Context: an optimization exercise on an open-source flow, tuned for small area, a short achievable clock period and few clock cycles per item. The choices shown serve that exercise and are no tape-out recipe. In this exercise RTL edits were held to simulation tests only and were not proved equivalent to the original. Power figures rest on the tool's default switching activity, not on a simulated workload.

==> flow/design.v <==
module sm2_divrem (
    input  wire         clk,
    input  wire         rst,       
    input  wire         start,     
    input  wire         a_sign,    
    input  wire [575:0] a_mag,
    input  wire         b_sign,    
    input  wire [575:0] b_mag,
    output wire         ready,
    output reg          done,      
    output reg          divz,      
    output reg          q_sign,
    output reg  [575:0] q_mag,
    output reg          r_sign,
    output reg  [575:0] r_mag
);
    localparam integer NB = 576;
    localparam [1:0] S_IDLE = 2'd0, S_DIV = 2'd1, S_FIX = 2'd2;
    reg  [1:0]   state;
    reg  [9:0]   cnt;        
    reg  [575:0] rem;        
    reg  [575:0] quo;        
    wire [576:0] trial = {rem, quo[575]};
    wire [577:0] diff  = {1'b0, trial} - {2'b00, b_mag};
    wire         ge    = ~diff[577];
    wire [576:0] rem_n = ge ? diff[576:0] : trial;
    wire         rnz   = |rem;
    wire         sdiff = a_sign ^ b_sign;
    wire         adj   = sdiff & rnz;
    wire [575:0] q_adj = quo + 576'd1;
    wire [575:0] r_adj = b_mag - rem;
    assign ready = (state == S_IDLE);
    always @(posedge clk) begin
        if (rst) begin
            state  <= S_IDLE;
            cnt    <= 10'd0;
            rem    <= 576'd0;
            quo    <= 576'd0;
            done   <= 1'b0;
            divz   <= 1'b0;
            q_sign <= 1'b0;
            q_mag  <= 576'd0;
            r_sign <= 1'b0;
            r_mag  <= 576'd0;
        end else begin
            done <= 1'b0;
            case (state)
                S_IDLE: begin
                    if (start) begin
                        if (b_mag == 576'd0) begin
                            divz <= 1'b1;
                            done <= 1'b1;
                        end else begin
                            rem   <= 576'd0;
                            quo   <= a_mag;
                            cnt   <= NB;
                            state <= S_DIV;
                        end
                    end
                end
                S_DIV: begin
                    rem <= rem_n[575:0];
                    quo <= {quo[574:0], ge};
                    cnt <= cnt - 10'd1;
                    if (cnt == 10'd1)
                        state <= S_FIX;
                end
                S_FIX: begin
                    divz  <= 1'b0;
                    done  <= 1'b1;
                    state <= S_IDLE;
                    if (adj) begin
                        q_mag  <= q_adj;
                        q_sign <= 1'b1;
                        r_mag  <= r_adj;
                        r_sign <= b_sign;
                    end else begin
                        q_mag  <= quo;
                        q_sign <= sdiff & (|quo);
                        r_mag  <= rem;
                        r_sign <= b_sign & rnz;
                    end
                end
                default: state <= S_IDLE;
            endcase
        end
    end
endmodule
==> flow/run.sh <==
#!/bin/bash
# synth_recipe.tcl (not shown) runs the flow's synth.tcl, then flattens the netlist and writes it again
# the make line also repeats each setting of config.mk as NAME=value (left out here)
make -C /OpenROAD-flow-scripts/flow DESIGN_CONFIG=/design/flow/config.mk WORK_HOME=/design/flow/orfs CLKGATE_MAP_FILE= SYNTH_SCRIPT=/design/flow/synth_recipe.tcl finish
==> flow/config.mk <==
export PLATFORM = sky130hd
export DESIGN_NAME = sm2_divrem
export DESIGN_NICKNAME = sm2_divrem
export VERILOG_FILES = /design/flow/design.v
export SDC_FILE = /design/flow/constraint.sdc
export NUM_CORES = 4
export LEC_CHECK = 0
export CAP_MARGIN = 40
export CORE_MARGIN = 2
export CORE_UTILIZATION = 20
export PLACE_DENSITY = 0.3
export SLEW_MARGIN = 30
==> flow/constraint.sdc <==
create_clock -name core_clock -period 20.0 [get_ports {clk}]
set_input_delay 4.0000 -clock core_clock [delete_from_list [all_inputs] [get_ports {clk}]]
set_output_delay 4.0000 -clock core_clock [all_outputs]
set_load 0.01 [all_outputs]
==> summary.txt <==
synthesized netlist by cell type, types with 28 or more instances:
| library cell | instances |
|---|---|
| nand2_1 | 4708 |
| nor2_1 | 3965 |
| a21oi_1 | 3067 |
| o21ai_0 | 2571 |
| dfxtp_1 | 2320 |
| clkbuf_1 | 1851 |
| inv_1 | 1775 |
| ha_1 | 1155 |
| nand4_1 | 1092 |
| a311oi_1 | 957 |
| xnor2_1 | 922 |
| nor4_1 | 716 |
| xor2_1 | 675 |
| nor3_1 | 614 |
| a211oi_1 | 609 |
| nand3_1 | 560 |
| a21o_1 | 529 |
| o21bai_1 | 504 |
| a22oi_1 | 354 |
| and3_1 | 207 |
| o21a_1 | 192 |
| or3_1 | 171 |
| a31oi_1 | 145 |
| or2_2 | 114 |
| o211ai_1 | 112 |
| a21boi_0 | 110 |
| and2_1 | 107 |
| o31ai_1 | 83 |
| nand2b_1 | 68 |
| nor2b_1 | 68 |
| buf_2 | 64 |
| and4_1 | 56 |
| buf_1 | 54 |
| or4_1 | 43 |
| a221oi_1 | 40 |
| mux2i_1 | 37 |
| a221o_1 | 33 |
| o221ai_1 | 31 |
| o22ai_1 | 31 |
| a41oi_1 | 28 |
power groups by stage:
stage / combinational (W) / sequential (W) / clock, W
global placement: 0.00331 / 0.00523 / 0
CTS: 0.00334 / 0.00513 / 0.00706
global route: 0.00353 / 0.00515 / 0.00721
finish: 0.00338 / 0.00514 / 0.00688
detailed placement: 0.00331 / 0.00523 / 0
floorplan: 0.00166 / 0.00499 / 0
worst register-to-register path, cell delays in order, from the launching register on:
cell and delay [ns]:
dfxtp_1 0.85, inv_1 0.13, ha_1 0.51, nand4_1 0.41, nor4_1 0.60, buf_1 0.24
nand3_1 0.09, or2_2 0.35, a211oi_2 0.24, buf_4 0.24, o2111a_1 0.56, nor3_2 0.08
buf_4 0.22, o21a_1 0.49, o21ai_1 0.85, a21oi_1 0.52, o31ai_1 0.55, buf_4 0.24
a31oi_1 0.22, o21a_1 0.45, o211ai_1 0.77, a41oi_1 0.37, xor2_1 0.83, o21ai_0 0.17
sequential cells by signal, indices dropped and copies added (netlist names):
| signal | flops |
|---|---|
| rem | 576 |
| done | 1 |
| cnt | 10 |
| q_mag | 576 |
| quo | 576 |
| divz | 1 |
| r_sign | 1 |
| q_sign | 1 |
| state | 2 |
| r_mag | 576 |
cells by family (layout without fill, tap and decap cells):
kind of cell / count (synthesis) / in the layout / share of synthesized area (%)
DFF: 2320 / 2320 / 22.5
and+or+nand+nor: 12619 / 12619 / 27.3
xor gates and xnor gates: 1597 / 1597 / 6.78
muxes: 43 / 43 / 0.212
buffers and inverters: 3752 / 5743 / 6.87
adders and majority gates: 1157 / 1157 / 7.03
other: 0 / 299 / 0
AOI/OAI and AO/OA: 9691 / 9691 / 29.2
per-layer routing:
metal,global-route usage [%],vias up,share of wire (%)
li1,-,115618,-
met1,43.2,130251,41
met2,56.2,11141,45
met3,5.09,2380,6.0
met4,23.6,122,8.2
met5,0,-,0.041
final timing paths:
check | endpoint | depth (start not counted) | slack (ns)
worst max-delay path | r_mag[543] | 23 | 6.85
worst min-delay path | r_mag[84] | 2 | 0.46
worst max register to register | r_mag[543] | 23 | 9.91
worst min register to register | r_mag[84] | 2 | 0.46
stage by stage:
step           worst slack, ns  hold WS (ns)  area (sq um)  power [W]  cells
2_1_floorplan            10.95         0.448        206000    0.00666  31179
3_3_place_gp              4.60         0.444        246000    0.00854  45963
3_5_place_dp              5.88         0.448        249000    0.00855  46179
4_1_cts                   6.99         0.461        261000     0.0155  46825
5_1_grt                   6.84         0.470        262000     0.0159  47043
6_report                  6.85         0.457        262000     0.0154  47156
final cells by class:
class	instances	area [sq um]	share of cell area [%]
clock buffer	519	10500	4.03
inverter	1775	6660	2.54
tap	13687	17100	6.54
sequential	2320	46400	17.7
clock inverter	127	1620	0.617
timing repair buffer	3322	31800	12.1
multi-input combinational	25107	147000	56.1
antenna	299	748	0.286
==> results.json <==
{
  "status": "no timing/DRC/antenna violations",
  "die_area_sq_um": 1040000,
  "routed_wl_microns": 1910000,
  "layout-drive-gt1-share_pct": 6.08,
  "worstSetupStartpointType": "input port",
  "nets": 35201,
  "reg2reg_from": "rem[166]",
  "pwr-share-seq_pct": 33.4,
  "grt_overflow_total": 0,
  "grt_pass1_vias": 247432,
  "crit_path_end_kind": "register",
  "clk_latency_ns": 1.12,
  "die_h_microns": 1020,
  "p_sw_share_pct": 36.6,
  "yosys_register_bits": 2320,
  "yosysWarningCount": 1,
  "avgViaCountPerCell": 5.50,
  "required_ns": 20.95,
  "clkSinkCount": 2320,
  "clkPwrFrac_pct": 44.7,
  "avgSynthCellArea_sq_um": 6.62,
  "cp.arrival_ns": 14.09,
  "antenna_found_initial": 388,
  "fin_skew_ns": 0.107,
  "rsz0062_at_grt": "no",
  "p_int_w": 0.00977,
  "synthFlopType": "dfxtp_1",
  "path_common_cell": "buf_4",
  "cts_tree": "yes",
  "clk_pin_slew_worst_paths_ns": 0.06,
  "io_buffers": 2313,
  "relSlewSlack_pct": 22.0,
  "hp-start": "r_mag[84]",
  "timing.setup.tns_ns": 0,
  "ir_drop_v": 0.0000620,
  "cts-root-buf": "clkbuf_16",
  "slew_violations": 0,
  "mostFrequentLayoutCells": "nand2_1, nor2_1, a21oi_1",
  "startpoint": "b_mag[4]",
  "ctsHoldBuffers": 0,
  "coreArea_sq_um": 1030000,
  "vias": 259512,
  "cts_buffers": 361,
  "cts_resized": 0,
  "fillers": 116518,
  "detail_route.wl_per_cell_microns": 40.5,
  "rows": 373,
  "antenna_left": 0,
  "synth_top_cell_area_share_pct": 22.5,
  "max-cap-violations": 0,
  "crit_chain": "clkdlybuf4s50_1, ha_1, nand2_1, a211o_1, a211o_1, a2111oi_2, o21ai_1, a2111oi_1, buf_4, o2111a_1, nor3_2, buf_4, o21a_1, o21ai_1, a21oi_1, o31ai_1, buf_4, a31oi_1, o21a_1, o211ai_1, a41oi_1, xor2_1, o21ai_0",
  "switchingPower_w": 0.00564,
  "netlist_top_cells_area": "dfxtp_1, nand2_1, a21oi_1",
  "dp_hpwl_microns": 1640000,
  "syn_area_sq_um": 206000,
  "leakage_nw": 88.8,
  "fmax_ghz": 0.0761,
  "path_buf_inv": 4,
  "path_max_fanout": 4,
  "drtIter0Drc": 27967,
  "hold_violations": 0,
  "io_pins": 2314,
  "finalSetupViolCount": 0,
  "synth.distinct_cells": 112,
  "path_delay_family": "compound AO/OA/AOI/OAI gates",
  "hold_path_class": "reg2reg",
  "layout_min_cycle_time_ns": 13.15,
  "cts_setup_buffers": 0,
  "track_usage_pct": 34.9,
  "period_share_pct": 65.7,
  "cpPeakStageDelay_ns": 0.85,
  "initial_utilization_pct": 20.0,
  "synth-edff-count": 0,
  "worstSetupPathType": "in2reg",
  "final_common_cell": "nand2_1",
  "worstMarginPinSlew_ns": 1.17,
  "cpMaxStageDelayCell": "o21ai_1",
  "die_w_microns": 1020,
  "firstDrtPassIters": 8,
  "place.gp.congestion": 1.03,
  "p_comb_share_pct": 22.0,
  "yosysTopAreaCell": "dfxtp_1",
  "clk_path_buf_depth": 5,
  "synthToLayoutAreaGrowth_pct": 27.0,
  "h-tree-depth": 5,
  "synthArstFlopShare_pct": 0,
  "pwr_density_cell_nw_per_um2": 58.8,
  "syn-instance-count": 31179,
  "postLayoutCoreUtil_pct": 25.4,
  "drc": 0,
  "ys_seq_area_share_pct": 22.5,
  "syn_nets": 33493,
  "grt_max_degree": 190,
  "grt_pass1_wl_microns": 2460000
}
Testbench counts, summed over its fixed seeds: cycles 462,408, items 800.

## port drivers added, routing unchanged
The flow's constraints put no driver on any port. The routed layout listed below was extracted and timed again, unchanged, in two steps. Step 1: set_driving_cell puts a clkbuf_16 on clk and a buf_2 on each other input, an assumption about the parent block. Step 2 moves the port delays by t, midway between the first and last clock arrival at a register: inputs arrive t later, outputs are due t later. That takes back most of the time a late clock gives input paths. Slacks: ideal / step 1 / step 2; pairs: ideal / step 1.
shift t [ns]: 1.247
setup slack, ns: 6.854 / 7.008 / 5.761
hold WS [ns]: 0.457 / 0.457 / 0.457
worst register clock-pin slew, ns: 0.08 / 0.08
worst slew at a driven data input, ns: 0.69
After both steps this run still meets setup and hold. For this run, drivers alone change the setup slack by +0.154 ns; drivers and shift together by -1.093 ns.
